Context: an optimization exercise on an open-source flow, tuned for small area. The choices shown serve that exercise and are no tape-out recipe.
The RTL was checked by simulation tests, not by an equivalence proof against the original design.
Power is estimated from default activity; no workload was simulated.

==> flow/design.v <==
module wii_xport (
    input  wire         clk,
    input  wire         rst,
    input  wire         start,       
    input  wire         wr,          
    input  wire [7:0]   reg_addr,
    input  wire [7:0]   wr_val,
    input  wire [4:0]   rd_len,      
    input  wire [9:0]   ep_addr,
    input  wire         ep_width10,
    input  wire         ep_ack_pol,
    output reg          done,        
    output reg          err,         
    output wire [159:0] rx_flat,     
    output wire         ev_req,
    output reg  [3:0]   ev_op,
    output reg  [31:0]  ev_arg,
    input  wire         ev_done,
    input  wire [1:0]   ev_res,
    input  wire [7:0]   ev_rdata
);
    localparam [3:0] EV_NONE     = 4'd0,
                     EV_START    = 4'd1,
                     EV_RESTART  = 4'd2,
                     EV_STOP     = 4'd3,
                     EV_TX       = 4'd4,
                     EV_RX       = 4'd5,
                     EV_CONFIG   = 4'd6,
                     EV_TM_INIT  = 4'd7,
                     EV_DELAY_US = 4'd8,
                     EV_DELAY_MS = 4'd9;
    localparam [1:0] RES_OK       = 2'd0,    
                     RES_FAIL     = 2'd1,    
                     RES_NACK     = 2'd1,    
                     RES_BUFFULL  = 2'd2,    
                     RES_OVERFLOW = 2'd1;    
    localparam [31:0] P_T_AFTER_TX       = 32'd150,
                      P_T_AFTER_RX       = 32'd120,
                      P_T_BETWEEN        = 32'd250,
                      P_T_CONFIG_SETTLE  = 32'd1000,
                      P_T_CONNECT_SETTLE = 32'd20000,
                      P_T_RETRY_MS       = 32'd500;
    localparam [4:0] X_IDLE   = 5'd0,
                     X_START  = 5'd1,    
                     X_HDR1   = 5'd2,    
                     X_HDR2   = 5'd3,    
                     X_REG    = 5'd4,    
                     X_VAL    = 5'd5,    
                     X_TDLY   = 5'd6,    
                     X_TSTOP  = 5'd7,    
                     X_BDLY   = 5'd8,    
                     X_RSTART = 5'd9,    
                     X_RHDR1  = 5'd10,   
                     X_RHDR2  = 5'd11,
                     X_RX     = 5'd12,   
                     X_RDLY   = 5'd13,   
                     X_RSTOP  = 5'd14,   
                     X_FIN    = 5'd15;
    reg [4:0] st;
    reg       r_wr;
    reg [7:0] r_reg;
    reg [7:0] r_val;
    reg [4:0] r_len;
    reg [4:0] idx;
    reg       fail;
    reg [7:0] rx [0:19];
    genvar g;
    generate
        for (g = 0; g < 20; g = g + 1) begin : g_rx
            assign rx_flat[8*g +: 8] = rx[g];
        end
    endgenerate
    wire [7:0] hdr7_w   = {ep_addr[6:0], 1'b0};
    wire [7:0] hdr7_r   = {ep_addr[6:0], 1'b1};
    wire [7:0] hdr10a_w = {5'b11110, ep_addr[9:8], 1'b0};
    wire [7:0] hdr10a_r = {5'b11110, ep_addr[9:8], 1'b1};
    wire [7:0] hdr10b   = ep_addr[7:0];
    wire       rx_ack   = (ep_ack_pol == 1'b0);    
    assign ev_req = (st != X_IDLE) && (st != X_FIN);
    always @(*) begin
        ev_op  = EV_NONE;
        ev_arg = 32'd0;
        case (st)
            X_START, X_RSTART: ev_op = EV_START;
            X_TSTOP, X_RSTOP:  ev_op = EV_STOP;
            X_HDR1: begin
                ev_op  = EV_TX;
                ev_arg = {24'd0, ep_width10 ? hdr10a_w : hdr7_w};
            end
            X_HDR2, X_RHDR2: begin
                ev_op  = EV_TX;
                ev_arg = {24'd0, hdr10b};
            end
            X_RHDR1: begin
                ev_op  = EV_TX;
                ev_arg = {24'd0, ep_width10 ? hdr10a_r : hdr7_r};
            end
            X_REG: begin
                ev_op  = EV_TX;
                ev_arg = {24'd0, r_reg};
            end
            X_VAL: begin
                ev_op  = EV_TX;
                ev_arg = {24'd0, r_val};
            end
            X_RX: begin
                ev_op  = EV_RX;
                ev_arg = {31'd0, rx_ack};
            end
            X_TDLY: begin
                ev_op  = EV_DELAY_US;
                ev_arg = P_T_AFTER_TX;
            end
            X_BDLY: begin
                ev_op  = EV_DELAY_US;
                ev_arg = P_T_BETWEEN;
            end
            X_RDLY: begin
                ev_op  = EV_DELAY_US;
                ev_arg = P_T_AFTER_RX;
            end
            default: ;
        endcase
    end
    wire tx_bad = (ev_res == RES_BUFFULL) || (ev_res == RES_NACK);
    always @(posedge clk) begin
        if (rst) begin
            st   <= X_IDLE;
            done <= 1'b0;
            err  <= 1'b0;
            r_wr <= 1'b0;
            r_reg <= 8'd0;
            r_val <= 8'd0;
            r_len <= 5'd0;
            idx  <= 5'd0;
            fail <= 1'b0;
        end else begin
            done <= 1'b0;
            case (st)
                X_IDLE: begin
                    if (start) begin
                        r_wr  <= wr;
                        r_reg <= reg_addr;
                        r_val <= wr_val;
                        r_len <= rd_len;
                        fail  <= 1'b0;
                        st    <= X_START;
                    end
                end
                X_START: if (ev_done) begin
                    if (ev_res == RES_FAIL) begin
                        fail <= 1'b1;          
                        st   <= X_FIN;
                    end else begin
                        st <= X_HDR1;
                    end
                end
                X_HDR1: if (ev_done) begin
                    if (tx_bad) begin
                        fail <= 1'b1;
                        st   <= X_TDLY;
                    end else begin
                        st <= ep_width10 ? X_HDR2 : X_REG;
                    end
                end
                X_HDR2: if (ev_done) begin
                    if (tx_bad) begin
                        fail <= 1'b1;
                        st   <= X_TDLY;
                    end else begin
                        st <= X_REG;
                    end
                end
                X_REG: if (ev_done) begin
                    if (tx_bad) begin
                        fail <= 1'b1;
                        st   <= X_TDLY;
                    end else begin
                        st <= r_wr ? X_VAL : X_TDLY;
                    end
                end
                X_VAL: if (ev_done) begin
                    if (tx_bad)
                        fail <= 1'b1;
                    st <= X_TDLY;
                end
                X_TDLY: if (ev_done) st <= X_TSTOP;
                X_TSTOP: if (ev_done) begin
                    if (fail || r_wr)
                        st <= X_FIN;
                    else
                        st <= X_BDLY;
                end
                X_BDLY: if (ev_done) st <= X_RSTART;
                X_RSTART: if (ev_done) begin
                    if (ev_res == RES_FAIL) begin
                        fail <= 1'b1;
                        st   <= X_FIN;
                    end else begin
                        st <= X_RHDR1;
                    end
                end
                X_RHDR1: if (ev_done) begin
                    if (tx_bad) begin
                        fail <= 1'b1;
                        st   <= X_RDLY;
                    end else begin
                        idx <= 5'd0;
                        st  <= ep_width10 ? X_RHDR2 : X_RX;
                    end
                end
                X_RHDR2: if (ev_done) begin
                    if (tx_bad) begin
                        fail <= 1'b1;
                        st   <= X_RDLY;
                    end else begin
                        idx <= 5'd0;
                        st  <= X_RX;
                    end
                end
                X_RX: if (ev_done) begin
                    if (ev_res == RES_OVERFLOW) begin
                        fail <= 1'b1;
                        st   <= X_RDLY;
                    end else begin
                        rx[idx] <= ev_rdata;
                        idx     <= idx + 5'd1;
                        if (idx + 5'd1 == r_len)
                            st <= X_RDLY;
                    end
                end
                X_RDLY: if (ev_done) st <= X_RSTOP;
                X_RSTOP: if (ev_done) st <= X_FIN;
                X_FIN: begin
                    done <= 1'b1;
                    err  <= fail;
                    st   <= X_IDLE;
                end
                default: st <= X_IDLE;
            endcase
        end
    end
endmodule
module wii_core (
    input  wire        clk,
    input  wire        rst,
    input  wire        cmd_valid,
    output wire        cmd_ready,
    input  wire [63:0] cmd_word,
    output reg         rsp_valid,
    output reg  [3:0]  rsp_code,
    output reg  [31:0] rsp_data,
    output wire        ev_req,
    output wire [3:0]  ev_op,
    output wire [31:0] ev_arg,
    output wire [7:0]  ev_aux,
    input  wire        ev_done,
    input  wire [1:0]  ev_res,
    input  wire [7:0]  ev_rdata
);
    localparam [3:0] EV_NONE     = 4'd0,
                     EV_START    = 4'd1,
                     EV_RESTART  = 4'd2,
                     EV_STOP     = 4'd3,
                     EV_TX       = 4'd4,
                     EV_RX       = 4'd5,
                     EV_CONFIG   = 4'd6,
                     EV_TM_INIT  = 4'd7,
                     EV_DELAY_US = 4'd8,
                     EV_DELAY_MS = 4'd9;
    localparam [1:0] RES_OK       = 2'd0,    
                     RES_FAIL     = 2'd1,    
                     RES_NACK     = 2'd1,    
                     RES_BUFFULL  = 2'd2,    
                     RES_OVERFLOW = 2'd1;    
    localparam [31:0] P_T_AFTER_TX       = 32'd150,
                      P_T_AFTER_RX       = 32'd120,
                      P_T_BETWEEN        = 32'd250,
                      P_T_CONFIG_SETTLE  = 32'd1000,
                      P_T_CONNECT_SETTLE = 32'd20000,
                      P_T_RETRY_MS       = 32'd500;
    localparam [7:0]  P_REG_STATUS = 8'h00,
                      P_REG_RAW    = 8'h20,
                      P_REG_ID     = 8'hFA;
    localparam [9:0]  P_WII_ADDR   = 10'h052;
    localparam        P_WIDTH10    = 1'b0;
    localparam        P_ACK_POL    = 1'b0;
    localparam [1:0]  P_RATE_CLASS = 2'd1;
    localparam [47:0] ID_NUNCHUK = 48'h0000A4200000,
                      ID_CLASSIC = 48'h0000A4200101,
                      ID_MPLUS   = 48'h0000A4200405,
                      ID_MP_NUN  = 48'h0000A4200505,
                      ID_MP_CLA  = 48'h0000A4200705;
    localparam [3:0] C_SUCCESS   = 4'h0,
                     C_UNSUPP    = 4'h1,
                     C_NOTINIT   = 4'h2,
                     C_I2C       = 4'h3,
                     C_IDMISM    = 4'h4,
                     C_UNKPARAM  = 4'h5,
                     C_INVALID   = 4'h6,
                     C_DISABLED  = 4'h8,
                     C_RELDIS    = 4'h9,
                     C_ILLEGAL   = 4'hF;
    localparam [2:0] K_UNKNOWN = 3'd0, K_UNSUPP = 3'd1, K_NUNCHUK = 3'd2,
                     K_CLASSIC = 3'd3, K_MPLUS = 3'd4, K_MP_NUN = 3'd5,
                     K_MP_CLA = 3'd6;
    localparam [1:0] S_NOTINIT = 2'd0, S_CONFIG = 2'd1, S_ACTIVE = 2'd2,
                     S_DISABLED = 2'd3;
    localparam [7:0] OP_INIT = 8'h01, OP_POLL = 8'h02, OP_QUERY = 8'h03,
                     OP_MAINT = 8'h04, OP_SETHOME = 8'h05, OP_RELEN = 8'h06,
                     OP_RELDIS = 8'h07, OP_RD = 8'h08;
    reg [3:0]   ep_bus;
    reg [31:0]  ep_clock_hz;
    reg [9:0]   ep_addr;
    reg         ep_width10;
    reg         ep_ack_pol;
    reg [1:0]   ep_rate_class;
    reg [2:0]   kind_req;
    reg [2:0]   kind;
    reg         encrypted;
    reg         rel_en;
    reg [7:0]   buf_q [0:19];
    reg [15:0]  cur  [0:12];    
    reg [15:0]  home [0:12];
    reg [15:0]  rel  [0:12];
    reg [7:0]   fail_cnt;
    reg [1:0]   status;
    reg         valid;
    reg         in_maint;
    reg         tm_init;
    localparam [5:0]
        M_IDLE      = 6'd0,
        M_RESP      = 6'd1,    
        M_INIT_TM   = 6'd2,    
        M_INIT_BT   = 6'd3,    
        M_MAINT     = 6'd4,    
        M_MCONN     = 6'd5,    
        M_MRETRY    = 6'd6,    
        M_MCONN_RES = 6'd7,    
        M_MEND      = 6'd8,    
        M_CFG       = 6'd9,    
        M_CFG_W1    = 6'd10,   
        M_CFG_DLY   = 6'd11,   
        M_CFG_W2    = 6'd12,   
        M_CFG_RET   = 6'd13,   
        M_QC        = 6'd14,   
        M_QC_READ   = 6'd15,   
        M_QC_WAIT   = 6'd16,   
        M_QC_UPD    = 6'd17,   
        M_QC_RET    = 6'd18,   
        M_CONN_DLY  = 6'd19;   
    localparam [1:0] RC_MAINT = 2'd0, RC_CONN = 2'd1, RC_QC = 2'd2;
    localparam [1:0] RQ_TOP = 2'd0, RQ_CONN_ID = 2'd1, RQ_CONN_HOME = 2'd2;
    localparam       RM_CMD = 1'b0, RM_QTOP = 1'b1;
    reg [5:0]  ms;
    reg [7:0]  c_op;           
    reg [7:0]  q_param;        
    reg [1:0]  ret_c;
    reg [1:0]  ret_q;
    reg        ret_m;
    reg [3:0]  c_res;          
    reg [3:0]  q_res;          
    reg [3:0]  top_res;        
    reg [3:0]  m_res;          
    reg [3:0]  conn_res;       
    reg [2:0]  attempt;
    reg [3:0]  r_code;         
    reg [31:0] r_data;
    reg        xp_start;
    reg        xp_wr;
    reg [7:0]  xp_reg;
    reg [7:0]  xp_val;
    reg [4:0]  xp_len;
    wire       xp_done;
    wire       xp_err;
    wire [159:0] xp_rx;
    wire       xp_ev_req;
    wire [3:0] xp_ev_op;
    wire [31:0] xp_ev_arg;
    wii_xport u_xport (
        .clk        (clk),
        .rst        (rst),
        .start      (xp_start),
        .wr         (xp_wr),
        .reg_addr   (xp_reg),
        .wr_val     (xp_val),
        .rd_len     (xp_len),
        .ep_addr    (ep_addr),
        .ep_width10 (ep_width10),
        .ep_ack_pol (ep_ack_pol),
        .done       (xp_done),
        .err        (xp_err),
        .rx_flat    (xp_rx),
        .ev_req     (xp_ev_req),
        .ev_op      (xp_ev_op),
        .ev_arg     (xp_ev_arg),
        .ev_done    (ev_done),
        .ev_res     (ev_res),
        .ev_rdata   (ev_rdata)
    );
    reg        m_ev_req;
    reg [3:0]  m_ev_op;
    reg [31:0] m_ev_arg;
    reg [7:0]  m_ev_aux;
    always @(*) begin
        m_ev_req = 1'b0;
        m_ev_op  = EV_NONE;
        m_ev_arg = 32'd0;
        m_ev_aux = 8'd0;
        case (ms)
            M_INIT_TM: begin
                m_ev_req = 1'b1;
                m_ev_op  = EV_TM_INIT;
                m_ev_arg = ep_clock_hz;
            end
            M_INIT_BT: begin
                m_ev_req = 1'b1;
                m_ev_op  = EV_CONFIG;
                m_ev_arg = ep_clock_hz;
                m_ev_aux = {ep_rate_class, 2'b00, ep_bus};
            end
            M_MRETRY: begin
                m_ev_req = 1'b1;
                m_ev_op  = EV_DELAY_MS;
                m_ev_arg = P_T_RETRY_MS;
            end
            M_CFG_DLY: begin
                m_ev_req = 1'b1;
                m_ev_op  = EV_DELAY_US;
                m_ev_arg = P_T_CONFIG_SETTLE;
            end
            M_CONN_DLY: begin
                m_ev_req = 1'b1;
                m_ev_op  = EV_DELAY_US;
                m_ev_arg = P_T_CONNECT_SETTLE;
            end
            default: ;
        endcase
    end
    assign ev_req = m_ev_req | xp_ev_req;
    assign ev_op  = m_ev_req ? m_ev_op  : xp_ev_op;
    assign ev_arg = m_ev_req ? m_ev_arg : xp_ev_arg;
    assign ev_aux = m_ev_aux;
    assign cmd_ready = (ms == M_IDLE);
    wire [7:0] cw_op = cmd_word[7:0];
    reg        cw_legal;
    always @(*) begin
        case (cw_op)
            OP_INIT:                 cw_legal = (cmd_word[31:16] == 16'd0);
            OP_QUERY, OP_RD:         cw_legal = (cmd_word[63:16] == 48'd0);
            OP_POLL, OP_MAINT, OP_SETHOME, OP_RELEN, OP_RELDIS:
                                     cw_legal = (cmd_word[63:8] == 56'd0);
            default:                 cw_legal = 1'b0;
        endcase
    end
    reg [31:0] rd_val;
    reg        rd_ok;
    wire [7:0] rd_idx = cmd_word[15:8];
    always @(*) begin
        rd_ok  = 1'b1;
        rd_val = 32'd0;
        if (rd_idx == 8'h00)      rd_val = {30'd0, status};
        else if (rd_idx == 8'h01) rd_val = {24'd0, fail_cnt};
        else if (rd_idx == 8'h02) rd_val = {29'd0, kind};
        else if (rd_idx == 8'h03) rd_val = {29'd0, kind_req};
        else if (rd_idx == 8'h04) rd_val = {29'd0, valid, rel_en, encrypted};
        else if (rd_idx == 8'h05) rd_val = {12'd0, ep_bus, 2'b00, ep_rate_class,
                                            ep_ack_pol, ep_width10, ep_addr};
        else if (rd_idx == 8'h06) rd_val = ep_clock_hz;
        else if (rd_idx >= 8'h10 && rd_idx <= 8'h23)
            rd_val = {24'd0, buf_q[rd_idx - 8'h10]};
        else if (rd_idx == 8'h40) rd_val = {16'd0, cur[0]};
        else if (rd_idx >= 8'h41 && rd_idx <= 8'h4C)
            rd_val = {{16{cur[rd_idx - 8'h40][15]}}, cur[rd_idx - 8'h40]};
        else if (rd_idx == 8'h60) rd_val = {16'd0, home[0]};
        else if (rd_idx >= 8'h61 && rd_idx <= 8'h6C)
            rd_val = {{16{home[rd_idx - 8'h60][15]}}, home[rd_idx - 8'h60]};
        else if (rd_idx == 8'h80) rd_val = {16'd0, rel[0]};
        else if (rd_idx >= 8'h81 && rd_idx <= 8'h8C)
            rd_val = {{16{rel[rd_idx - 8'h80][15]}}, rel[rd_idx - 8'h80]};
        else rd_ok = 1'b0;
    end
    reg [4:0] q_len;
    reg [7:0] q_regn;
    always @(*) begin
        case (q_param)
            8'd1:    begin q_regn = P_REG_RAW;    q_len = 5'd20; end
            8'd2:    begin q_regn = P_REG_ID;     q_len = 5'd6;  end
            default: begin q_regn = P_REG_STATUS; q_len = 5'd6;  end
        endcase
    end
    reg all_ff;
    integer k;
    always @(*) begin
        all_ff = 1'b1;
        for (k = 0; k < 20; k = k + 1)
            if (k < q_len && xp_rx[8*k +: 8] != 8'hFF)
                all_ff = 1'b0;
    end
    reg [7:0] rx_deobf [0:19];
    always @(*) begin
        for (k = 0; k < 20; k = k + 1)
            rx_deobf[k] = (xp_rx[8*k +: 8] ^ 8'h17) + 8'h17;
    end
    wire [47:0] id6 = {buf_q[0], buf_q[1], buf_q[2], buf_q[3], buf_q[4], buf_q[5]};
    reg  [2:0]  found;
    always @(*) begin
        if      (id6 == ID_NUNCHUK) found = K_NUNCHUK;
        else if (id6 == ID_CLASSIC) found = K_CLASSIC;
        else if (id6 == ID_MPLUS)   found = K_MPLUS;
        else if (id6 == ID_MP_NUN)  found = K_MP_NUN;
        else if (id6 == ID_MP_CLA)  found = K_MP_CLA;
        else                        found = K_UNSUPP;
    end
    reg [15:0] dec [0:12];
    reg        dec_ok;
    reg        pt;
    reg [7:0]  p0, p1, p2, p3, p4, p5;
    reg [5:0]  lx, ly;
    reg        up, left;
    always @(*) begin
        p0 = buf_q[0]; p1 = buf_q[1]; p2 = buf_q[2];
        p3 = buf_q[3]; p4 = buf_q[4]; p5 = buf_q[5];
        for (k = 0; k < 13; k = k + 1)
            dec[k] = 16'd0;
        dec_ok = 1'b1;
        pt     = 1'b0;
        lx = 6'd0; ly = 6'd0; up = 1'b0; left = 1'b0;
        case (kind)
            K_NUNCHUK, K_MP_NUN: begin
                pt = (kind == K_MP_NUN);
                if (!pt) begin
                    dec[3]    = {8'd0, p0};
                    dec[4]    = {8'd0, p1};
                    dec[7]    = {6'd0, p2, p5[3:2]};
                    dec[8]    = {6'd0, p3, p5[5:4]};
                    dec[9]    = {6'd0, p4, p5[7:6]};
                    dec[0][5] = ~p5[0];    
                    dec[0][6] = ~p5[0];
                    dec[0][4] = ~p5[1];    
                end else begin
                    dec[3]    = {8'd0, p0[7:1], 1'b0};
                    dec[4]    = {8'd0, p1[7:1], 1'b0};
                    dec[7]    = {6'd0, p2, p5[4], 1'b0};
                    dec[8]    = {6'd0, p3, p5[5], 1'b0};
                    dec[9]    = {6'd0, p4[7:1], p5[7], p5[6], 1'b0};
                    dec[0][5] = p5[2];
                    dec[0][6] = p5[2];
                    dec[0][4] = p5[3];
                end
                dec[5] = dec[3];
                dec[6] = dec[4];
            end
            K_CLASSIC, K_MP_CLA: begin
                pt = (kind == K_MP_CLA);
                if (!pt) begin
                    lx = p0[5:0]; ly = p1[5:0]; up = p5[0]; left = p5[1];
                end else begin
                    lx = {p0[5:1], 1'b0}; ly = {p1[5:1], 1'b0};
                    up = p0[0]; left = p1[0];
                end
                dec[3] = {10'd0, lx};
                dec[4] = {10'd0, ly};
                dec[5] = {11'd0, p0[7:6], p1[7:6], p2[7]};
                dec[6] = {11'd0, p2[4:0]};
                dec[1] = {11'd0, p2[6:5], p3[7:5]};
                dec[2] = {11'd0, p3[4:0]};
                dec[0][15] = pt ? p4[7] : ~p4[7];    
                dec[0][13] = pt ? p4[6] : ~p4[6];    
                dec[0][7]  = pt ? p4[5] : ~p4[5];    
                dec[0][10] = pt ? p4[4] : ~p4[4];    
                dec[0][11] = pt ? p4[3] : ~p4[3];    
                dec[0][9]  = pt ? p4[2] : ~p4[2];    
                dec[0][8]  = pt ? p4[1] : ~p4[1];    
                dec[0][5]  = pt ? p5[7] : ~p5[7];    
                dec[0][1]  = pt ? p5[6] : ~p5[6];    
                dec[0][3]  = pt ? p5[5] : ~p5[5];    
                dec[0][0]  = pt ? p5[4] : ~p5[4];    
                dec[0][2]  = pt ? p5[3] : ~p5[3];    
                dec[0][6]  = pt ? p5[2] : ~p5[2];    
                dec[0][14] = pt ? left  : ~left;     
                dec[0][12] = pt ? up    : ~up;       
            end
            default: dec_ok = 1'b0;
        endcase
    end
    always @(posedge clk) begin
        if (rst) begin
            ms          <= M_IDLE;
            rsp_valid   <= 1'b0;
            rsp_code    <= 4'd0;
            rsp_data    <= 32'd0;
            ep_bus      <= 4'd0;
            ep_clock_hz <= 32'd0;
            ep_addr     <= 10'd0;
            ep_width10  <= 1'b0;
            ep_ack_pol  <= 1'b0;
            ep_rate_class <= 2'd0;
            kind_req    <= K_UNKNOWN;
            kind        <= K_UNKNOWN;
            encrypted   <= 1'b0;
            rel_en      <= 1'b0;
            for (k = 0; k < 20; k = k + 1)
                buf_q[k] <= 8'd0;
            for (k = 0; k < 13; k = k + 1) begin
                cur[k]  <= 16'd0;
                home[k] <= 16'd0;
                rel[k]  <= 16'd0;
            end
            fail_cnt    <= 8'd0;
            status      <= S_NOTINIT;
            valid       <= 1'b0;
            in_maint    <= 1'b0;
            tm_init     <= 1'b0;
            c_op        <= 8'd0;
            q_param     <= 8'd0;
            ret_c       <= RC_MAINT;
            ret_q       <= RQ_TOP;
            ret_m       <= RM_CMD;
            c_res       <= 4'd0;
            q_res       <= 4'd0;
            top_res     <= 4'd0;
            m_res       <= 4'd0;
            conn_res    <= 4'd0;
            attempt     <= 3'd0;
            r_code      <= 4'd0;
            r_data      <= 32'd0;
            xp_start    <= 1'b0;
            xp_wr       <= 1'b0;
            xp_reg      <= 8'd0;
            xp_val      <= 8'd0;
            xp_len      <= 5'd0;
        end else begin
            rsp_valid <= 1'b0;
            xp_start  <= 1'b0;
            case (ms)
            M_IDLE: if (cmd_valid) begin
                c_op   <= cw_op;
                r_data <= 32'd0;
                if (!cw_legal) begin
                    r_code <= C_ILLEGAL;
                    ms     <= M_RESP;
                end else begin
                    case (cw_op)
                    OP_INIT: begin
                        if (cmd_word[14:12] == K_UNSUPP || cmd_word[14:12] == 3'd7) begin
                            r_code <= C_UNSUPP;
                            ms     <= M_RESP;
                        end else begin
                            for (k = 0; k < 20; k = k + 1)
                                buf_q[k] <= 8'd0;
                            for (k = 0; k < 13; k = k + 1) begin
                                cur[k]  <= 16'd0;
                                home[k] <= 16'd0;
                                rel[k]  <= 16'd0;
                            end
                            fail_cnt      <= 8'd0;
                            status        <= S_NOTINIT;
                            rel_en        <= 1'b0;
                            ep_bus        <= cmd_word[11:8];
                            ep_clock_hz   <= cmd_word[63:32];
                            ep_addr       <= P_WII_ADDR;
                            ep_width10    <= P_WIDTH10;
                            ep_ack_pol    <= P_ACK_POL;
                            ep_rate_class <= P_RATE_CLASS;
                            kind_req      <= cmd_word[14:12];
                            kind          <= cmd_word[14:12];
                            encrypted     <= ~cmd_word[15];
                            valid         <= 1'b1;
                            ms            <= M_INIT_TM;
                        end
                    end
                    OP_POLL, OP_QUERY: begin
                        if (!valid) begin
                            r_code <= C_NOTINIT;
                            ms     <= M_RESP;
                        end else begin
                            q_param <= (cw_op == OP_POLL) ? 8'd0 : cmd_word[15:8];
                            ret_q   <= RQ_TOP;
                            ms      <= M_QC;
                        end
                    end
                    OP_MAINT: begin
                        if (!valid) begin
                            r_code <= C_NOTINIT;
                            ms     <= M_RESP;
                        end else begin
                            ret_m <= RM_CMD;
                            ms    <= M_MAINT;
                        end
                    end
                    OP_SETHOME: begin
                        if (!valid) begin
                            r_code <= C_NOTINIT;
                            ms     <= M_RESP;
                        end else if (!rel_en) begin
                            r_code <= C_RELDIS;
                            ms     <= M_RESP;
                        end else begin
                            q_param <= 8'd0;
                            ret_q   <= RQ_TOP;
                            ms      <= M_QC;
                        end
                    end
                    OP_RELEN, OP_RELDIS: begin
                        if (!valid) begin
                            r_code <= C_NOTINIT;
                        end else begin
                            rel_en <= (cw_op == OP_RELEN);
                            r_code <= C_SUCCESS;
                        end
                        ms <= M_RESP;
                    end
                    default: begin  
                        if (rd_ok) begin
                            r_code <= C_SUCCESS;
                            r_data <= rd_val;
                        end else begin
                            r_code <= C_ILLEGAL;
                        end
                        ms <= M_RESP;
                    end
                    endcase
                end
            end
            M_RESP: begin
                rsp_valid <= 1'b1;
                rsp_code  <= r_code;
                rsp_data  <= r_data;
                ms        <= M_IDLE;
            end
            M_INIT_TM: if (ev_done) begin
                tm_init <= 1'b1;
                ms      <= M_INIT_BT;
            end
            M_INIT_BT: if (ev_done) begin
                ret_m <= RM_CMD;
                ms    <= M_MAINT;
            end
            M_MAINT: begin
                in_maint <= 1'b1;
                if (status == S_DISABLED) begin
                    m_res <= C_DISABLED;
                    ms    <= M_MEND;
                end else if (fail_cnt > 8'd20) begin
                    status <= S_DISABLED;
                    m_res  <= C_DISABLED;
                    ms     <= M_MEND;
                end else if (fail_cnt > 8'd3) begin
                    status <= S_CONFIG;
                    ret_c  <= RC_MAINT;
                    ms     <= M_CFG;
                end else if (status == S_NOTINIT) begin
                    attempt <= 3'd1;
                    ms      <= M_MCONN;
                end else begin
                    status <= S_ACTIVE;
                    m_res  <= C_SUCCESS;
                    ms     <= M_MEND;
                end
            end
            M_MCONN: begin
                if (attempt > 3'd1) begin
                    ms <= M_MRETRY;
                end else begin
                    ret_c <= RC_CONN;
                    ms    <= M_CFG;
                end
            end
            M_MRETRY: if (ev_done) begin
                ret_c <= RC_CONN;
                ms    <= M_CFG;
            end
            M_MCONN_RES: begin
                if (conn_res == C_SUCCESS || conn_res == C_IDMISM) begin
                    status <= S_ACTIVE;
                    m_res  <= conn_res;
                    ms     <= M_MEND;
                end else if (attempt == 3'd5) begin
                    m_res <= C_NOTINIT;
                    ms    <= M_MEND;
                end else begin
                    attempt <= attempt + 3'd1;
                    ms      <= M_MCONN;
                end
            end
            M_MEND: begin
                in_maint <= 1'b0;
                if (ret_m == RM_CMD)
                    r_code <= m_res;
                else
                    r_code <= top_res;
                ms <= M_RESP;
            end
            M_CFG: begin
                xp_start <= 1'b1;
                xp_wr    <= 1'b1;
                if (encrypted) begin
                    xp_reg <= 8'h40;
                    xp_val <= 8'h00;
                end else begin
                    xp_reg <= 8'hF0;
                    xp_val <= 8'h55;
                end
                ms <= M_CFG_W1;
            end
            M_CFG_W1: if (xp_done) begin
                if (xp_err) begin
                    c_res <= C_I2C;
                    ms    <= M_CFG_RET;
                end else if (encrypted) begin
                    c_res <= C_SUCCESS;
                    ms    <= M_CFG_RET;
                end else begin
                    ms <= M_CFG_DLY;
                end
            end
            M_CFG_DLY: if (ev_done) begin
                xp_start <= 1'b1;
                xp_wr    <= 1'b1;
                xp_reg   <= 8'hFB;
                xp_val   <= 8'h00;
                ms       <= M_CFG_W2;
            end
            M_CFG_W2: if (xp_done) begin
                c_res <= xp_err ? C_I2C : C_SUCCESS;
                ms    <= M_CFG_RET;
            end
            M_CFG_RET: begin
                case (ret_c)
                    RC_MAINT: begin
                        m_res <= c_res;
                        ms    <= M_MEND;
                    end
                    RC_CONN: begin
                        if (c_res != C_SUCCESS) begin
                            conn_res <= C_I2C;
                            ms       <= M_MCONN_RES;
                        end else begin
                            q_param <= 8'd2;
                            ret_q   <= RQ_CONN_ID;
                            ms      <= M_QC;
                        end
                    end
                    default: ms <= M_QC_READ;    
                endcase
            end
            M_QC: begin
                if (status == S_DISABLED) begin
                    q_res <= C_DISABLED;
                    ms    <= M_QC_RET;
                end else if (q_param > 8'd2) begin
                    q_res <= C_UNKPARAM;
                    ms    <= M_QC_RET;
                end else if (q_param == 8'd0 && (kind == K_CLASSIC || kind == K_MP_CLA)) begin
                    ret_c <= RC_QC;
                    ms    <= M_CFG;
                end else begin
                    ms <= M_QC_READ;
                end
            end
            M_QC_READ: begin
                xp_start <= 1'b1;
                xp_wr    <= 1'b0;
                xp_reg   <= q_regn;
                xp_len   <= q_len;
                ms       <= M_QC_WAIT;
            end
            M_QC_WAIT: if (xp_done) begin
                if (xp_err) begin
                    if (fail_cnt != 8'd255)
                        fail_cnt <= fail_cnt + 8'd1;
                    q_res <= C_I2C;
                    ms    <= M_QC_RET;
                end else if (all_ff) begin
                    for (k = 0; k < 20; k = k + 1)
                        buf_q[k] <= 8'd0;
                    if (fail_cnt != 8'd255)
                        fail_cnt <= fail_cnt + 8'd1;
                    q_res <= C_INVALID;
                    ms    <= M_QC_RET;
                end else begin
                    for (k = 0; k < 20; k = k + 1)
                        if (k < q_len)
                            buf_q[k] <= encrypted ? rx_deobf[k] : xp_rx[8*k +: 8];
                    fail_cnt <= 8'd0;
                    if (q_param == 8'd0) begin
                        ms <= M_QC_UPD;
                    end else begin
                        q_res <= C_SUCCESS;
                        ms    <= M_QC_RET;
                    end
                end
            end
            M_QC_UPD: begin
                if (!dec_ok) begin
                    q_res <= C_UNSUPP;
                end else begin
                    for (k = 0; k < 13; k = k + 1)
                        cur[k] <= dec[k];
                    if (rel_en)
                        for (k = 1; k < 13; k = k + 1)
                            rel[k] <= dec[k] - home[k];
                    q_res <= C_SUCCESS;
                end
                ms <= M_QC_RET;
            end
            M_QC_RET: begin
                case (ret_q)
                    RQ_TOP: begin
                        if (q_res == C_I2C || q_res == C_INVALID) begin
                            top_res <= q_res;
                            ret_m   <= RM_QTOP;
                            ms      <= M_MAINT;
                        end else begin
                            if (c_op == OP_SETHOME && q_res == C_SUCCESS) begin
                                for (k = 0; k < 13; k = k + 1)
                                    home[k] <= cur[k];
                                if (rel_en)
                                    for (k = 1; k < 13; k = k + 1)
                                        rel[k] <= 16'd0;
                            end
                            r_code <= q_res;
                            ms     <= M_RESP;
                        end
                    end
                    RQ_CONN_ID: begin
                        if (q_res != C_SUCCESS) begin
                            conn_res <= q_res;
                            ms       <= M_MCONN_RES;
                        end else begin
                            kind <= found;
                            if (kind_req != K_UNKNOWN && found != kind_req) begin
                                conn_res <= C_IDMISM;
                                ms       <= M_MCONN_RES;
                            end else begin
                                ms <= M_CONN_DLY;
                            end
                        end
                    end
                    default: begin  
                        if (q_res == C_SUCCESS) begin
                            for (k = 0; k < 13; k = k + 1)
                                home[k] <= cur[k];
                            if (rel_en)
                                for (k = 1; k < 13; k = k + 1)
                                    rel[k] <= 16'd0;
                        end
                        conn_res <= C_SUCCESS;
                        ms       <= M_MCONN_RES;
                    end
                endcase
            end
            M_CONN_DLY: if (ev_done) begin
                q_param <= 8'd0;
                ret_q   <= RQ_CONN_HOME;
                ms      <= M_QC;
            end
            default: ms <= M_IDLE;
            endcase
        end
    end
endmodule
==> flow/run.sh <==
#!/bin/bash
# synth_recipe.tcl (not shown) runs the flow's synth.tcl, then flattens the netlist and writes it again
# the make line also repeats each setting of config.mk as NAME=value (left out here)
make -C /OpenROAD-flow-scripts/flow DESIGN_CONFIG=/design/flow/config.mk WORK_HOME=/design/flow/orfs CLKGATE_MAP_FILE= SYNTH_SCRIPT=/design/flow/synth_recipe.tcl finish
==> flow/config.mk <==
export PLATFORM = sky130hd
export DESIGN_NAME = wii_core
export DESIGN_NICKNAME = wii_core
export VERILOG_FILES = /design/flow/design.v
export SDC_FILE = /design/flow/constraint.sdc
export NUM_CORES = 4
export LEC_CHECK = 0
export CAP_MARGIN = 20
export CORE_MARGIN = 2
export CORE_UTILIZATION = 40
export PLACE_DENSITY = 0.6
export SLEW_MARGIN = 20
==> flow/constraint.sdc <==
create_clock -name core_clock -period 10.0 [get_ports {clk}]
set_input_delay 2.0000 -clock core_clock [delete_from_list [all_inputs] [get_ports {clk}]]
set_output_delay 2.0000 -clock core_clock [all_outputs]
set_load 0.01 [all_outputs]
==> reports/summary.txt <==
CTS Buf Count -> 89
Final HPWL DP -> 118 mm
Post-synth top area share -> 31.8%
Final setup margin -> 4.14 ns
Pin count of the biggest net entering global routing -> 205
Core area -> 0.103 sq mm
Worst path cell trace -> nor2b_1, o211a_1, o21a_1, nor2_1, and2_1, a221o_1, clkdlybuf4s50_1
Syn_area_per_cell -> 8.53 sq um
Minimum clock period after layout -> 5.86 ns
Grt ovf -> 0
Wire length per cell -> 26.3 microns
Final TNS setup -> 0 ns
CTS tree -> done
CP arrival -> 3.86 ns
CTS root buf -> clkbuf_16
Worst path required time -> 8.00 ns
Resized Gates After CTS -> 0
Max Root-Sink Buffers -> 3
Die height -> 327 microns
Pre-antenna DRT Iters -> 8
Pre-CTS WS -> 4.03 ns
Hold Fails Final Rpt -> 0
Crit-path slowest cell -> dfxtp_1
Gp weighted congestion -> 1.01
Delay-heaviest family, CP -> simple AND/OR/NAND/NOR gates
CP Capture Type -> output port
Clock latency (worst-skew pair) -> 0.69 ns
Main synth FF type -> dfxtp_1
Port bufs -> 157
EDFF count, synth -> 160
Cell Count Post-Placement -> 6158
Width of the die -> 327 microns
Worst-Margin Slew -> 1.23 ns
Max incr delay on CP -> 0.82 ns
Slew headroom -> 15.8%
Area of the mapped netlist -> 0.0416 sq mm
Initial DRC Count -> 5023
GRT Util Overall -> 30.0%
MaxCap Viol Count -> 0
Row cnt -> 118
Vias in the first global route -> 35600
Via count -> 38700
Status -> timing/DRC/antenna clean
VDD IR-drop max -> 0.171 mV
Max FO, Critical Path -> 20
Post-synthesis cell count -> 4881
Post-DRT Antenna Nets -> 0
Register area share after synthesis -> 43.3%
Fraction of registers with async set/reset -> 0%
Nets -> 5077
Synth cell types -> 92
Largest registers -> buf_q: 160 flops, u_xport.rx: 160 flops, rel: 126 flops
RSZ-0062 raised after global routing -> false
Starting Density -> 40.3%
CTS hold repair buffers -> 0
Slew Limit Fails -> 0
Clock-pin slew of the registers on the worst-case setup and hold paths -> 0.06 ns
Clk_skew -> 0.0442 ns
Pwr Density -> 167 mW/mm^2
Commonest cells post-synth -> dfxtp_1, nand2_1, nor2_1
Global-route wire length before repair -> 242 mm
Leakage -> 16.3 nW
Setup Viol. Count Final -> 0
Vias per cell -> 6.12
Initial antenna violation count -> 6
Max Clk Rate -> 0.171 GHz
Yosys Warn Count -> 8
Setup Fix Bufs, Post-CTS -> 0
Largest area contributor in the netlist -> dfxtp_1
Die area -> 0.107 sq mm
Final wirelength -> 166 mm
Synth top area cells -> dfxtp_1, edfxtp_1, nand2_1
Yosys reg bits -> 821
Period utilization -> 58.6%
Critical path buffer and inverter count -> 1
CTS sink count -> 821
Io pins -> 161
Share of layout cells above drive strength 1 -> 6.90%
Critical path type -> reg -> out
H-tree Lvls -> 3
DRC viols -> 0
Syn-to-layout area delta -> 13.8%
Count leader, synth -> dfxtp_1
Hold Path Class -> reg -> reg
Startpoint types -> register
Hold_ws -> 0.451 ns
Layout Cells excl Fill -> 6322
[layout make-up]
cell class                 instances  area (sq um)
tap                             1380          1730
inverter                         140           526
fill                           10100         56000
timing repair buffer             242          2200
multi-input combinational       3575         21900
clock buffer                     120          2500
antenna                            3          7.51
clock inverter                    41           514
sequential                       821         18000
[power breakdown]
part | internal (W) | total (W) | switching (W)
clock network | 0.00197 | 0.00346 | 0.00149
registers | 0.00340 | 0.00345 | 0.0000500
logic | 0.000208 | 0.000980 | 0.000772
[final timing paths]
check	from	to	slack, ns	depth (start not counted)
hold / removal	r_code[3]	rsp_code[3]	0.45	2
hold reg to reg	r_code[3]	rsp_code[3]	0.45	2
setup / recovery	ms[3]	ev_arg[6]	4.14	7
setup reg to reg	kind[0]	rel[6][7]	4.81	16
[layout by cell type, fill, tap and decap left out, drive strengths merged, types with 16 or more instances in the layout]
cell | synthesis | final
nand4 | 67 | 67
inv | 137 | 140
ha | 115 | 115
nand3 | 200 | 200
a211oi | 33 | 33
or3 | 23 | 23
a21o | 42 | 42
nand2b | 43 | 43
o21ai | 172 | 172
buf | 84 | 95
dfxtp | 661 | 661
xnor2 | 109 | 109
a31oi | 47 | 47
nand2 | 624 | 624
and3 | 31 | 31
a21oi | 446 | 446
o22ai | 23 | 23
nor2b | 82 | 82
clkbuf | 263 | 120
a22oi | 255 | 255
a32oi | 19 | 19
edfxtp | 160 | 160
o21a | 17 | 17
nor2 | 491 | 491
mux2i | 72 | 72
clkinv | 3 | 29
nor4 | 64 | 64
and2 | 75 | 75
clkdlybuf4s50 | 0 | 147
or2 | 16 | 16
a22o | 89 | 89
a221oi | 27 | 27
a222oi | 23 | 23
xor2 | 70 | 70
nor3 | 86 | 86
[logic make-up after synthesis]
kind of cell    count (synthesis)  synth area share, %
compound gates               1322                 21.0
buf+inv                       487                 4.65
fa+ha+maj                     130                 4.18
xor+xnor                      179                 3.76
simple gates                 1857                 20.9
other cells                     1              0.00900
mux                            84                 2.11
flops                         821                 43.3
[per-layer routing]
metal | GRT usage [%] | share of wire (%) | routed length (microns) | up-vias
met5 | 0 | 0.051 | 85 | -
met4 | 14.3 | 5.2 | 8570 | 8
met3 | 6.33 | 9.8 | 16300 | 450
met2 | 44.4 | 43 | 70800 | 2046
met1 | 41.6 | 42 | 70500 | 18600
li1 | - | - | - | 17500
[metrics by stage]
step | utilization [%] | power, W | instance area (sq um)
after floorplan | - | 0.00405 | 41700
after global placement | 42.9 | 0.00446 | 44400
after detailed placement | 42.9 | 0.00446 | 44400
after CTS | 45.8 | 0.00787 | 47400
after global routing | 45.8 | 0.00808 | 47400
final | 45.8 | 0.00789 | 47400
[tightest hold or removal path: cells and delay by family (launching register included)]
family	cells	cell delay (ns)
compound gates	1	0.05
simple gates	1	0.05
flops	1	0.31

-- what the ideal ports hide --
In the flow no input, the clock included, has a driving cell. The finished layout below was timed again as built, in two steps.
Step 1 sets driving cells, clkbuf_16 on the clock port and buf_2 on the other inputs (assumed; they add their load-dependent delay and slew).
Step 2, shift: input delay + t, output delay - t, t = (earliest + latest rising clock arrival at the registers) / 2. This alone moves slack from input paths to output paths.
Three values: ideal ports, drivers, drivers and shift; two values: the first two.
t (ns): 0.746
setup WS [ns]: 4.143 / 4.071 / 3.926
worst slew at a driven data input, ns: 0.08
After both steps this run still meets setup and hold. For this run, drivers alone change the setup slack by -0.072 ns; drivers and shift together by -0.217 ns.
